What follows belongs to an exercise in optimizing a design on an open flow for small area, a short achievable clock period and few clock cycles per item; a production flow would make more cautious choices.
Only simulation tests tie the RTL to the original design; equivalence was not proved.

## design/flow/constraint.sdc

```tcl
create_clock -name core_clock -period 10.0 [get_ports {clk}]
set_input_delay 2.0000 -clock core_clock [delete_from_list [all_inputs] [get_ports {clk}]]
set_output_delay 2.0000 -clock core_clock [all_outputs]
set_load 0.01 [all_outputs]
```

## design/flow/design.v

```verilog
module nxm_mulmod (
    input  wire [64:0] s,
    input  wire [64:0] c,
    input  wire [64:0] a,
    input  wire [2:0]  win,
    input  wire [63:0] m,
    input  wire [64:0] m3,
    output wire [64:0] s_n,
    output wire [64:0] c_n
);
    wire one = win[1] ^ win[0];
    wire two = (win[2] & ~win[1] & ~win[0]) | (~win[2] & win[1] & win[0]);
    wire neg = win[2];
    wire [65:0] ae  = {a[64], a};
    wire [65:0] xa  = ({66{one}} & ae) | ({66{two}} & {ae[64:0], 1'b0});
    wire [65:0] da  = xa ^ {66{neg}};
    wire [9:0]  r_hi  = s[64:55] + c[64:55];
    wire [11:0] est   = {{2{r_hi[9]}}, r_hi} + {{3{da[65]}}, da[65:57]};
    wire [8:0]  mt = m[63:55];
    wire [11:0] t3 = {3'd0, mt} + {2'd0, mt, 1'b0};
    wire [11:0] t5 = {3'd0, mt} + {1'd0, mt, 2'b00};
    wire [11:0] t7 = {mt, 3'b000} - {3'd0, mt};
    wire [9:0]  h0 = {4'd0, m[63:58]};
    wire [9:0]  h1 = {1'b0, t3[11:3]};
    wire [9:0]  h2 = {1'b0, t5[11:3]};
    wire [9:0]  h3 = {1'b0, t7[11:3]};
    wire [12:0] dp0 = {est[11], est} - {3'd0, h0};
    wire [12:0] dn0 = {est[11], est} + {3'd0, h0};
    wire [12:0] dp1 = {est[11], est} - {3'd0, h1};
    wire [12:0] dn1 = {est[11], est} + {3'd0, h1};
    wire [12:0] dp2 = {est[11], est} - {3'd0, h2};
    wire [12:0] dn2 = {est[11], est} + {3'd0, h2};
    wire [12:0] dp3 = {est[11], est} - {3'd0, h3};
    wire [12:0] dn3 = {est[11], est} + {3'd0, h3};
    wire p1 = ~dp0[12];
    wire n1 = dn0[12];
    wire p2 = ~dp1[12];
    wire n2 = dn1[12];
    wire p3 = ~dp2[12];
    wire n3 = dn2[12];
    wire p4 = ~dp3[12];
    wire n4 = dn3[12];
    wire q1 = (p1 & ~p2) | (n1 & ~n2);
    wire q2 = (p2 & ~p3) | (n2 & ~n3);
    wire q3 = (p3 & ~p4) | (n3 & ~n4);
    wire q4 = p4 | n4;
    wire qneg = p1;             
    wire [64:0] me = {1'b0, m};
    wire [64:0] ym = ({65{q1}} & me) | ({65{q2}} & {me[63:0], 1'b0}) |
                     ({65{q3}} & m3) | ({65{q4}} & {me[62:0], 2'b00});
    wire [64:0] qm = ym ^ {65{qneg}};
    wire [64:0] s4 = {s[62:0], 1'b0, neg};
    wire [64:0] c4 = {c[62:0], 1'b0, qneg};
    wire [64:0] x1 = s4 ^ c4 ^ da[64:0];
    wire [64:0] y1 = (s4 & c4) | (s4 & da[64:0]) | (c4 & da[64:0]);
    wire [64:0] y1s = {y1[63:0], 1'b0};
    assign s_n = x1 ^ y1s ^ qm;
    wire [64:0] y2 = (x1 & y1s) | (x1 & qm) | (y1s & qm);
    assign c_n = {y2[63:0], 1'b0};
endmodule
module nxm_mod (
    input  wire        clk,
    input  wire        rst,
    input  wire        start,
    input  wire [15:0] cmd,
    input  wire [63:0] opa,
    input  wire [63:0] opb,
    input  wire [63:0] opm,
    output wire        busy,
    output reg         done,
    output wire [63:0] res,
    output reg         err,
    output reg  [15:0] err_code
);
    localparam [7:0] OPC_MODMUL  = 8'h02;
    localparam [7:0] OPC_MODEXP  = 8'h03;
    localparam [7:0] OPC_ISPRIME = 8'h04;
    localparam [63:0] T_MR = 64'd4759123141;
    localparam [3:0] S_IDLE  = 4'd0,
                     S_CHECK = 4'd1,
                     S_NORM  = 4'd2,
                     S_M3    = 4'd3,
                     S_ESKIP = 4'd4,
                     S_WSTRT = 4'd5,
                     S_WSKIP = 4'd6,
                     S_MUL   = 4'd7,
                     S_CPA   = 4'd8,
                     S_CAN1  = 4'd9,
                     S_CAN2  = 4'd10,
                     S_CHK   = 4'd11,
                     S_SHR   = 4'd12;
    localparam [2:0] OP_ENTRY = 3'd0,    
                     OP_MM2   = 3'd1,    
                     OP_SQ    = 3'd2,    
                     OP_MULB  = 3'd3,    
                     OP_TSQ   = 3'd4;    
    reg [3:0]  state;
    reg [2:0]  op;
    reg        busy_r;
    reg [15:0] cmd_q;
    reg        mr;           
    reg        is_exp;       
    reg        big;          
    reg        first_chk;    
    reg        asel;         
    reg [63:0] mreg;         
    reg [64:0] m3;           
    reg [63:0] e;            
    reg [65:0] bsh;          
    reg [64:0] acc;
    reg [64:0] base;         
    reg [64:0] s, c;
    reg [4:0]  kh;           
    reg [6:0]  j;            
    reg [5:0]  dcnt;
    reg [3:0]  widx;
    assign busy = busy_r;
    assign res  = acc[63:0];
    wire [7:0] opc = cmd_q[7:0];
    wire       u   = cmd_q[8];
    wire [64:0] mula = asel ? base : acc;
    wire [64:0] s_n, c_n;
    nxm_mulmod u_step (
        .s(s), .c(c), .a(mula), .win(bsh[65:63]), .m(mreg), .m3(m3),
        .s_n(s_n), .c_n(c_n)
    );
    wire [64:0] sum = s + c;
    function [7:0] witness;
        input       w12;
        input [3:0] idx;
        begin
            if (!w12) begin
                case (idx)
                    4'd0:    witness = 8'd2;
                    4'd1:    witness = 8'd7;
                    default: witness = 8'd61;
                endcase
            end else begin
                case (idx)
                    4'd0:    witness = 8'd2;
                    4'd1:    witness = 8'd3;
                    4'd2:    witness = 8'd5;
                    4'd3:    witness = 8'd7;
                    4'd4:    witness = 8'd11;
                    4'd5:    witness = 8'd13;
                    4'd6:    witness = 8'd17;
                    4'd7:    witness = 8'd19;
                    4'd8:    witness = 8'd23;
                    4'd9:    witness = 8'd29;
                    4'd10:   witness = 8'd31;
                    default: witness = 8'd37;
                endcase
            end
        end
    endfunction
    wire [7:0]  cur_w     = witness(big, widx);
    wire [3:0]  last_widx = big ? 4'd11 : 4'd2;
    wire [5:0]  ndom      = 6'd33 - {1'b0, kh};        
    wire [63:0] xa       = bsh[63:0];
    wire        opc_bad  = (opc != OPC_MODMUL) && (opc != OPC_MODEXP) && (opc != OPC_ISPRIME);
    wire        n_le1    = (xa[63:1] == 63'd0);
    wire        n_is2    = (xa == 64'd2);
    wire        n_isw    = (xa == 64'd7) || (xa == 64'd61);
    wire        m_zero   = (mreg == 64'd0);
    wire        m_one    = (mreg == 64'd1);
    wire        e_zero   = (e == 64'd0);
    wire [64:0] xu       = acc ^ base;
    wire        is_one   = (xu == 65'd0);
    wire        is_mone  = (xu == {1'b0, mreg});
    wire        tail_ok  = (j > {1'b0, kh, 1'b0});
    wire        last_bit = mr ? (e[62:0] == 63'd0) : (j == 7'd0);
    always @(posedge clk) begin
        if (rst) begin
            state  <= S_IDLE;
            busy_r <= 1'b0;
            done   <= 1'b0;
        end else begin
            done <= 1'b0;
            case (state)
                S_IDLE: begin
                    cmd_q <= cmd;
                    bsh   <= {opa[63], opa[63], opa};
                    e     <= opb;
                    mreg  <= opm;
                    if (start) begin
                        busy_r <= 1'b1;
                        state  <= S_CHECK;
                    end
                end
                S_CHECK: begin
                    kh        <= 5'd0;
                    base      <= 65'd1;
                    j         <= 7'd63;
                    widx      <= 4'd0;
                    first_chk <= 1'b1;
                    mr        <= (opc == OPC_ISPRIME);
                    is_exp    <= (opc == OPC_MODEXP);
                    big       <= (xa >= T_MR);
                    if (!u) bsh[65:64] <= {2{xa[63]}};
                    else    bsh[65:64] <= 2'b00;
                    if (opc_bad) begin
                        done     <= 1'b1;
                        err      <= 1'b1;
                        err_code <= 16'h0103;
                        busy_r   <= 1'b0;
                        state    <= S_IDLE;
                    end else if (cmd_q[15:9] != 7'd0) begin
                        done     <= 1'b1;
                        err      <= 1'b1;
                        err_code <= 16'h0203;
                        busy_r   <= 1'b0;
                        state    <= S_IDLE;
                    end else if (opc == OPC_ISPRIME) begin
                        err      <= 1'b0;
                        err_code <= 16'd0;
                        if ((!u && xa[63]) || n_le1 || (!xa[0] && !n_is2)) begin
                            done   <= 1'b1;
                            acc    <= 65'd0;
                            busy_r <= 1'b0;
                            state  <= S_IDLE;
                        end else if (n_is2 || n_isw) begin
                            done   <= 1'b1;
                            acc    <= 65'd1;
                            busy_r <= 1'b0;
                            state  <= S_IDLE;
                        end else begin
                            mreg  <= xa;
                            state <= S_NORM;
                        end
                    end else if (m_zero) begin
                        done     <= 1'b1;
                        err      <= 1'b1;
                        err_code <= 16'h0101;
                        busy_r   <= 1'b0;
                        state    <= S_IDLE;
                    end else if (!u && mreg[63]) begin
                        done     <= 1'b1;
                        err      <= 1'b1;
                        err_code <= 16'h0202;
                        busy_r   <= 1'b0;
                        state    <= S_IDLE;
                    end else if (!u && e[63]) begin
                        done     <= 1'b1;
                        err      <= 1'b1;
                        err_code <= 16'h0102;
                        busy_r   <= 1'b0;
                        state    <= S_IDLE;
                    end else begin
                        err      <= 1'b0;
                        err_code <= 16'd0;
                        if (m_one) begin
                            done   <= 1'b1;
                            acc    <= 65'd0;
                            busy_r <= 1'b0;
                            state  <= S_IDLE;
                        end else if (opc == OPC_MODEXP && e_zero) begin
                            done   <= 1'b1;
                            acc    <= 65'd1;
                            busy_r <= 1'b0;
                            state  <= S_IDLE;
                        end else begin
                            state <= S_NORM;
                        end
                    end
                end
                S_NORM: begin
                    if (mreg[63:62] == 2'b00) begin
                        mreg <= {mreg[61:0], 2'b00};
                        base <= {base[62:0], 2'b00};
                        kh   <= kh + 5'd1;
                    end else begin
                        s     <= {1'b0, mreg};
                        c     <= {mreg, 1'b0};
                        state <= S_M3;
                    end
                end
                S_M3: begin
                    m3 <= sum;
                    s  <= 65'd0;
                    c  <= 65'd0;
                    if (mr) begin
                        state <= S_WSTRT;
                    end else if (is_exp) begin
                        state <= S_ESKIP;
                    end else begin
                        op    <= OP_ENTRY;
                        asel  <= 1'b1;
                        dcnt  <= 6'd33;
                        state <= S_MUL;
                    end
                end
                S_ESKIP: begin
                    if (!e[63]) begin
                        e <= {e[62:0], 1'b0};
                        j <= j - 7'd1;
                    end else begin
                        op    <= OP_ENTRY;
                        asel  <= 1'b1;
                        dcnt  <= 6'd33;
                        state <= S_MUL;
                    end
                end
                S_WSTRT: begin
                    e         <= mreg ^ base[63:0];
                    j         <= 7'd63;
                    first_chk <= 1'b1;
                    s         <= 65'd0;
                    c         <= 65'd0;
                    bsh       <= {cur_w, 58'd0};
                    state     <= S_WSKIP;
                end
                S_WSKIP: begin
                    if (!e[63]) begin
                        e <= {e[62:0], 1'b0};
                        j <= j - 7'd1;
                    end else begin
                        op    <= OP_ENTRY;
                        asel  <= 1'b1;
                        dcnt  <= 6'd4;
                        state <= S_MUL;
                    end
                end
                S_MUL: begin
                    s    <= s_n;
                    c    <= c_n;
                    bsh  <= {bsh[63:0], 2'b00};
                    dcnt <= dcnt - 6'd1;
                    if (dcnt == 6'd1) state <= S_CPA;
                end
                S_CPA: begin
                    acc <= sum;
                    s   <= 65'd0;
                    c   <= 65'd0;
                    if (op == OP_ENTRY && !mr && !is_exp) begin
                        op    <= OP_MM2;
                        asel  <= 1'b0;
                        bsh   <= {2'b00, e};
                        dcnt  <= 6'd33;
                        state <= S_MUL;
                    end else if (op == OP_MM2 || op == OP_TSQ) begin
                        state <= S_CAN1;
                    end else if (op == OP_SQ && e[63]) begin
                        op <= OP_MULB;
                        if (mr) begin
                            asel <= 1'b0;
                            bsh  <= {cur_w, 58'd0};
                            dcnt <= 6'd4;
                        end else begin
                            asel <= 1'b1;
                            bsh  <= {sum[64], sum};
                            dcnt <= ndom;
                        end
                        state <= S_MUL;
                    end else begin
                        if (op == OP_ENTRY && is_exp) base <= sum;
                        e <= {e[62:0], 1'b0};
                        j <= j - 7'd1;
                        if (last_bit) begin
                            state <= S_CAN1;
                        end else begin
                            op    <= OP_SQ;
                            asel  <= 1'b0;
                            bsh   <= {sum[64], sum};
                            dcnt  <= ndom;
                            state <= S_MUL;
                        end
                    end
                end
                S_CAN1: begin
                    s     <= acc;
                    c     <= acc[64] ? {1'b0, mreg} : 65'd0;
                    state <= S_CAN2;
                end
                S_CAN2: begin
                    acc <= sum;
                    s    <= 65'd0;
                    c    <= 65'd0;
                    bsh  <= {sum[64], sum};
                    dcnt <= ndom;
                    asel <= 1'b0;
                    op   <= OP_TSQ;
                    state <= mr ? S_CHK : S_SHR;
                end
                S_CHK: begin
                    first_chk <= 1'b0;
                    if ((first_chk && is_one) || is_mone) begin
                        if (widx == last_widx) begin
                            done   <= 1'b1;
                            acc    <= 65'd1;
                            busy_r <= 1'b0;
                            state  <= S_IDLE;
                        end else begin
                            widx  <= widx + 4'd1;
                            state <= S_WSTRT;
                        end
                    end else if (tail_ok) begin
                        j     <= j - 7'd1;
                        state <= S_MUL;
                    end else begin
                        done   <= 1'b1;
                        acc    <= 65'd0;
                        busy_r <= 1'b0;
                        state  <= S_IDLE;
                    end
                end
                S_SHR: begin
                    if (kh != 5'd0) begin
                        acc <= {2'b00, acc[64:2]};
                        kh  <= kh - 5'd1;
                    end else begin
                        done   <= 1'b1;
                        busy_r <= 1'b0;
                        state  <= S_IDLE;
                    end
                end
                default: begin
                    busy_r <= 1'b0;
                    state  <= S_IDLE;
                end
            endcase
        end
    end
endmodule
```

## design/flow/config.mk

```make
export PLATFORM = sky130hd
export DESIGN_NAME = nxm_mod
export DESIGN_NICKNAME = nxm_mod
export VERILOG_FILES = /design/flow/design.v
export SDC_FILE = /design/flow/constraint.sdc
export NUM_CORES = 4
export LEC_CHECK = 0
export CAP_MARGIN = 20
export CORE_MARGIN = 2
export CORE_UTILIZATION = 40
export SETUP_SLACK_MARGIN = 5
export SLEW_MARGIN = 20
export TNS_END_PERCENT = 100
```

## design/flow/run.sh

```bash
#!/bin/bash
# synth_recipe.tcl (not shown) runs the flow's synth.tcl, then flattens the netlist and writes it again
# the make line also repeats each setting of config.mk as NAME=value (left out here)
make -C /OpenROAD-flow-scripts/flow DESIGN_CONFIG=/design/flow/config.mk WORK_HOME=/design/flow/orfs CLKGATE_MAP_FILE= SYNTH_SCRIPT=/design/flow/synth_recipe.tcl finish
```

==> results.txt, run 1 <==
The dominant combinational cell family by area after synthesis is compound AO/OA/AOI/OAI gates. After synthesis, the netlist uses 86 different library cells. The total overflow left after global routing is 0.

The floorplan has 125 rows. Setup total negative slack on the finished layout was measured at 0 ns. The peak per-stage delay on the critical path came out at 0.46 ns. Clock tree synthesis inserted a total of 67 buffers. The floorplan die area is 0.1192 mm^2. The number of global-route vias before repair is 38870. The required time at the worst-slack endpoint came out at 10.37 ns.

The largest fanout on the critical path came out at 13. Of the cells placed in the final design, the portion with a size suffix greater than 1 is 0.1178. The cell count after synthesis came out at 4914. The final-report hold violation count came out at 0.

The number of design-rule violations left by the first detailed-router iteration is 6252. The number of clock sinks seen by CTS came out at 582. The number of warnings printed during yosys synthesis is 1. The chip width is 345.2 um. The slew of the pin with the lowest slew margin came out at 1.390 ns. The mean post-synth cell area is 9.478 um^2. The clock insertion delay at the later pin of the skew report is 0.65 ns. After routing the design area is 0.05438 mm^2.

The worst min-delay path class is register to register. STA classifies the critical path endpoint as a register. The CTS tree is built. After detailed routing, the average wire length per cell comes to 29.64 um. The final worst clock skew is 0.03974 ns. The worst min-delay path startpoint is busy_r$_SDFFE_PP0P_. The root buffer cell chosen for the clock tree is sky130_fd_sc_hd__clkbuf_16. The worst setup path is launched from a register. The final estimated routing congestion in global placement came out at 0.9823.

Synthesis inferred 582 register bits. The most frequent standard cell in the layout excluding fill and tap cells is sky130_fd_sc_hd__nand2_1. The fraction of the cycle the final worst path needs is 0.6395. The global-route wire length before repair came out at 274000 um. Once placement completed, the tool counted placed cells totaling 6303. In the synthesized netlist the dominant register cell turns out to be sky130_fd_sc_hd__edfxtp_1.

The run finished with no timing, DRC or antenna violations. The remaining antenna violation count came out at 0. The clock slew seen by the registers of the worst setup and hold paths came out at 0.06 ns. The normalized max-slew margin came out at 0.06677. The launch point of the worst reg-to-reg path is asel$_DFFE_PP_. For this block, the routed nets add up to 193100 um of wire.

The worst setup path is of the register to register kind. Counting flops with an async set or reset pin after synthesis yields a share of 0. The number of slew-limit violations in the final report was 0. In the routed design, unresolved DRC markers number 0. Among all stages on the critical path, the largest delay is contributed by sky130_fd_sc_hd__fa_2.

The chip height is 345.2 um. The timing-limited maximum frequency came out at 156.4 MHz. From synthesis to final layout, the design area changed by 16.76%. The number of port buffers came out at 281. The area of the core region is 0.1159 mm^2. The detailed-placement wirelength estimate is 136600 um. The quantity of hold-fixing buffers added after cts came out at 0. The routed layout has 41820 vias.

The number of enable flip-flop cells after synthesis came out at 570. The fraction of the mapped netlist area in simple logic gates came out at 0.1319.

The effective utilization at floorplan is 0.4019. The non-filler instance count after layout came out at 6514. The xor/xnor share of the synthesized area came out at 0.08981.

The post-synthesis mux area share is 0.01765. The net total in the final layout came out at 5450. The level count of the clock H-tree is 3. The post-synthesis instance area is 0.04657 mm^2. The most critical setup path has its startpoint at asel$_DFFE_PP_. The number of iterations in the first detailed-routing pass came out at 10. The number of antenna violations at the first check in global routing is 9.

The data arrival time at the worst-slack endpoint came out at 6.77 ns. The max-cap violation count came out at 0. The number of primary I/O pins is 294. The sequential area share after synthesis came out at 0.3727. The average vias per placed instance is 6.420.

Setup repair after global routing could not meet its margin everywhere. Entering global routing, the biggest net connects 131 pins. The clock passes through at most 3 buffers. The library cells used most frequently in the layout, excluding fill and tap cells, are sky130_fd_sc_hd__nand2_1, sky130_fd_sc_hd__edfxtp_1, sky130_fd_sc_hd__inv_1, sky130_fd_sc_hd__nor2_1, sky130_fd_sc_hd__clkdlybuf4s50_1. The cell area after placement is 0.05013 mm^2. The area share of fa/ha/maj cells after synthesis is 0.1136. The area fraction in compound gates after synthesis is 0.1991. Across every metal layer, demand over resource in global routing totals 0.3102.

The minimum clock period after layout is 6.395 ns. Setup violations remaining at the end of the flow were counted as 0.
==> worst paths after layout <==
check,endpoint,slack (ns),depth (start not counted)
worst max register to register,s[6]$_DFFE_PP_,3.60,28
worst max-delay path,s[6]$_DFFE_PP_,3.60,28
worst min-delay path,busy_r$_SDFFE_PP0P_,0.50,2
worst min register to register,busy_r$_SDFFE_PP0P_,0.50,2
==> critical path: cells and delay by family, from the launching register on <==
family	cells	cell delay, ns
AO/OA/AOI/OAI	12	1.85
XOR/XNOR	2	0.34
adder cells (fa/ha/maj)	4	1.38
buffers and inverters	4	0.74
flip-flops	1	0.44
multiplexers	1	0.31
AND/OR/NAND/NOR	5	1.04
==> cell usage after synthesis (121+ instances only) <==
cell,instances,area share
sky130_fd_sc_hd__a22oi_1,167,0.027
sky130_fd_sc_hd__a22o_1,121,0.023
sky130_fd_sc_hd__o21ai_0,195,0.021
sky130_fd_sc_hd__fa_1,129,0.055
sky130_fd_sc_hd__edfxtp_1,570,0.37
sky130_fd_sc_hd__nand2_1,669,0.054
sky130_fd_sc_hd__inv_1,345,0.028
sky130_fd_sc_hd__xnor2_1,253,0.048
sky130_fd_sc_hd__a21oi_1,262,0.028
sky130_fd_sc_hd__ha_1,178,0.048
sky130_fd_sc_hd__clkbuf_1,353,0.028
sky130_fd_sc_hd__nor2_1,302,0.024
==> metal layers <==
layer | wire (um) | vias to the layer above | track usage
met5 | 34 | - | 0
met4 | 11110 | 6 | 0.1478
met3 | 25630 | 478 | 0.07809
met2 | 80560 | 3146 | 0.4517
met1 | 75770 | 20350 | 0.4301
li1 | - | 17840 | -
==> logic make-up (layout without fill, tap and decap cells) <==
| logic type | after synthesis | count (layout) |
|---|---|---|
| adders and majority gates | 355 | 355 |
| DFF | 582 | 582 |
| other | 1 | 17 |
| xor gates and xnor gates | 377 | 377 |
| AOI/OAI and AO/OA | 1299 | 1303 |
| and+or+nand+nor | 1380 | 1380 |
| muxes | 74 | 74 |
| buffers and inverters | 846 | 902 |
==> final cells by class <==
type | count | area [um^2]
clock buffer | 81 | 1772
clock inverter | 41 | 452.9
fill | 10660 | 61510
multi-input combinational | 3501 | 27210
sequential | 582 | 17360
timing repair buffer | 434 | 4362
inverter | 346 | 1306
antenna | 5 | 12.51
tap | 1524 | 1907
==> state kept, by name, indices dropped and copies added (netlist names), 5 cells and up, named ones only <==
name,cells
m3,65
cmd_q,16
mreg,64
c,65
j,7
e,64
dcnt,6
s,65
bsh,66
base,65
acc,65
kh,5
==> timing repair <==
| action | CTS | global route |
|---|---|---|
| gates cloned | 8 | 4 |
| setup buffers | 47 | 25 |
| gates resized for setup | 116 | 93 |
| pin swaps | 53 | 136 |
| endpoints found under the setup margin | 194 | 195 |
==> through the flow <==
stage	utilization	setup slack (ns)	hold slack, ns
3_5_place_dp	0.4325	2.467	0.4786
2_1_floorplan	-	4.203	0.4924
6_report	0.4692	3.605	0.4980
5_1_grt	0.4691	3.391	0.5196
3_3_place_gp	0.4324	2.631	0.4699
4_1_cts	0.4619	3.688	0.4910
Testbench counts, summed over its fixed seeds: cycles 561,084, items 128.
==> run 2, diff against run 1 <==
--- a/design/flow/config.mk
+++ b/design/flow/config.mk
@@ -8,6 +8,4 @@
 export CAP_MARGIN = 20
 export CORE_MARGIN = 2
 export CORE_UTILIZATION = 40
-export SETUP_SLACK_MARGIN = 5
 export SLEW_MARGIN = 20
-export TNS_END_PERCENT = 100
==> results.txt, run 2 <==
The flow ran to the end and the layout has no timing, DRC or antenna violations. The detailed-routed wire length on met3 is 24130 um. The global-route wire length before repair came out at 268800 um. The area of the core region came out at 0.1159 mm^2. The xor/xnor share of the synthesized area is 0.08981.

Counting instances in the post-synthesis netlist gives the leading cell types as sky130_fd_sc_hd__nand2_1, sky130_fd_sc_hd__edfxtp_1, sky130_fd_sc_hd__clkbuf_1, sky130_fd_sc_hd__inv_1, sky130_fd_sc_hd__nor2_1. The average vias per placed instance is 6.373. The number of slew-limit violations in the final report is 0. The number of iterations in the first detailed-routing pass is 9.

The cell family contributing the most delay on the critical path is compound AO/OA/AOI/OAI gates. The sequential area share after synthesis is 0.3727. In the post-synthesis netlist, the cell with the most instances is sky130_fd_sc_hd__nand2_1. Once layout is done, the placed cells without fillers occupy 0.05222 mm^2.

The net total in the final layout is 5379. The effective utilization at floorplan came out at 0.4019. The max-cap violation count came out at 0. Counting the buffers created by CTS gives 69.

The required time at the worst-slack endpoint is 10.39 ns. The fraction of the mapped netlist area in simple logic gates came out at 0.1319. The detailed router used layers up to and including met5. The number of post-CTS setup repair buffers is 0. TritonCTS built the clock tree. Entering global routing, the biggest net connects 190 pins. The area fraction in compound gates after synthesis is 0.1991. On the critical path, the stage with the largest delay is an instance of sky130_fd_sc_hd__a31o_2.

For this run, design rule violations remaining after detail routing come to 0. The minimum clock period after layout is 8.072 ns. The clock insertion delay at the later pin of the skew report came out at 0.65 ns.

The worst-case register-to-register setup slack is 1.93 ns. Detailed routing inserted a total of 41070 vias. STA classifies the critical path startpoint as a register. In the final layout, the share of cells above drive strength 1 is 0.06225. The data arrival time at the worst-slack endpoint came out at 8.47 ns.

The mean post-synth cell area came out at 9.478 um^2. The cell area after placement came out at 0.04998 mm^2. Timing would allow up to 123.9 MHz.

The count of state elements after synthesis is 582. The floorplan die area came out at 0.1192 mm^2. The routed length on met2 came out at 79660 um. The number of antenna violations at the first check in global routing was 1.

The post-synthesis mux area share is 0.01765. The count of buffer and inverter cells on the critical path is 3. The share of the core filled with cells is 0.4506. The deepest clock path buffer count is 3. The non-filler instance count after layout came out at 6445. The netlist uses 86 different library cells. The area growth from synthesis to layout is 12.12%. At the pin with the least slew margin, the transition time is 1.237 ns. The critical path in this run is classified as register to register. The final worst clock skew came out at 0.04028 ns.

The number of clock sinks seen by CTS is 582. The clock slew seen by the registers of the worst setup and hold paths is 0.07 ns. The library cell with the largest summed area after synthesis is sky130_fd_sc_hd__edfxtp_1. After synthesis, the largest family of logic cells by area is compound AO/OA/AOI/OAI gates. The congestion estimate from routability-driven global placement came to 1.006. During I/O placement, the number of pins put on the boundary was 294.

Hold repair after CTS inserted 0 buffers. The worst min-delay path class is register to register. The fraction of the cycle the final worst path needs came out at 0.8072. The wire length the detailed router placed on met1 is 75540 um. The sum of overflow across all layers after global routing came out at 0. The number of warnings printed during yosys synthesis came out at 1.

The worst pin sits at a relative slew slack of 0.1695. The fraction of registers with async set/reset is 0. The most flop-heavy register is bsh. The level count of the clock H-tree is 3.

The cell count after synthesis is 4914. The peak per-stage delay on the critical path came out at 0.82 ns. After the first detailed-routing iteration, the DRC count stood at 6204.

The number of port buffers is 281. After detailed routing, the average wire length per cell comes to 29.10 um. Of the total synthesized cell area, the portion taken by full adders, half adders and majority gates is 0.1136. The critical path capture point type is a register. In this run the clock root is driven by a sky130_fd_sc_hd__clkbuf_16. Among all flip-flop cells after synthesis, the most frequent one is sky130_fd_sc_hd__edfxtp_1. The post-synthesis instance area is 0.04657 mm^2.

The standard-cell row count is 125. The chip height is 345.2 um. The largest fanout on the critical path is 56.

The number of global-route vias before repair is 38320. The total of cells resized after clock tree synthesis is 0. The library cells used most frequently in the layout, excluding fill and tap cells, are sky130_fd_sc_hd__nand2_1, sky130_fd_sc_hd__edfxtp_1, sky130_fd_sc_hd__inv_1, sky130_fd_sc_hd__nor2_1, sky130_fd_sc_hd__clkdlybuf4s50_1. The setup TNS came out at 0 ns. The total length of routed wires came out at 187600 um. The final count of negative-setup-slack endpoints came out at 0.

The flip-flop count of the largest register after layout came out at 66. The share of synthesized area in the top cell type comes to 0.3675. The chip width came out at 345.2 um.

In the global route stage, overall resource usage came out at 0.3042. The library cell used most frequently in the layout, excluding fill and tap cells, is sky130_fd_sc_hd__nand2_1. Yosys mapped a number of flops with a built-in enable equal to 570.

The wire-length estimate of the detail-placed layout is 137700 um. The remaining antenna violation count came out at 0. Setup repair after global routing left no endpoint under its margin. The number of placed cells counting well taps is 6314.

The final-report hold violation count is 0. Yosys attributes the largest share of cell area to sky130_fd_sc_hd__edfxtp_1, sky130_fd_sc_hd__fa_1, sky130_fd_sc_hd__nand2_1, sky130_fd_sc_hd__ha_1, sky130_fd_sc_hd__xnor2_1. The count of filler cells inserted in the layout is 10870. The worst slack on hold paths came out at 0.4817 ns.
-- run 2: cell type report --
type                            count  area, um^2  area share
Clock inverter                     44       441.7    0.008458
Tap cell                         1524        1907     0.03652
Antenna cell                        5       12.51   0.0002396
Inverter                          346        1299     0.02487
Timing Repair Buffer              365        3468     0.06642
Sequential cell                   582       17360      0.3324
Clock buffer                       82        1785     0.03419
Multi-Input combinational cell   3497       25950      0.4969
-- run 2: layer usage --
| layer | vias up | GRT usage |
|---|---|---|
| met5 | - | 0 |
| met4 | 2 | 0.1222 |
| met3 | 365 | 0.07281 |
| met2 | 2817 | 0.4472 |
| met1 | 20190 | 0.4293 |
| li1 | 17700 | - |
-- run 2: stage by stage --
step / setup WS, ns
after floorplan: 0.8695
after global placement: 2.357
after detailed placement: 2.065
after CTS: 2.066
after global routing: 1.573
final: 1.928
-- run 2: kinds of logic (layout without fill, tap and decap cells) --
family	after synthesis	count (layout)
compound gates	1299	1299
xor+xnor	377	377
fa+ha+maj	355	355
buf+inv	846	837
flops	582	582
mux	74	74
other cells	1	17
simple gates	1380	1380
-- run 2: path summary, 6_finish.rpt --
check	to	startpoint	cells past startpoint
worst max register to register	s[55]$_DFFE_PP_	bsh[63]$_DFFE_PP_	25
worst min-delay path	busy_r$_SDFFE_PP0P_	busy_r$_SDFFE_PP0P_	2
worst max-delay path	s[55]$_DFFE_PP_	bsh[63]$_DFFE_PP_	25
worst min register to register	busy_r$_SDFFE_PP0P_	busy_r$_SDFFE_PP0P_	2
-- run 2: worst register-to-register path: cells and delay by family, from the launching register on --
| kind | cells | cell delay (ns) |
|---|---|---|
| xor+xnor | 2 | 0.75 |
| compound gates | 11 | 2.58 |
| simple gates | 5 | 1.11 |
| flops | 1 | 0.32 |
| buf+inv | 3 | 1.48 |
| fa+ha+maj | 4 | 1.59 |

==> separate check: timing with driven ports <==
No port has a modelled driver above. Below, the same layouts with a new extraction and two added sets of constraints. Step 1 (the two cells are an assumption about what drives the block):
set clk [get_ports {clk}]
set_driving_cell -lib_cell sky130_fd_sc_hd__clkbuf_16 $clk
set_driving_cell -lib_cell sky130_fd_sc_hd__buf_2 [delete_from_list [all_inputs] $clk]
Step 2 times the ports against the registers' clock, not the clock port: input delays grow and output delays shrink by t, the midpoint of the rising clock arrivals with the driver on. Slacks: ideal ports / drivers / drivers and shift; pairs: ideal ports / drivers.
run | t (ns) | slack for setup (ns) | hold slack, ns | worst register clock-pin slew, ns
run 1 | 0.707 | 3.605 / 3.605 / 3.605 | 0.498 / 0.498 / 0.498 | 0.07 / 0.07
run 2 | 0.709 | 1.928 / 1.928 / 1.928 | 0.482 / 0.482 / 0.482 | 0.07 / 0.07
After both steps every run listed still meets setup and hold.
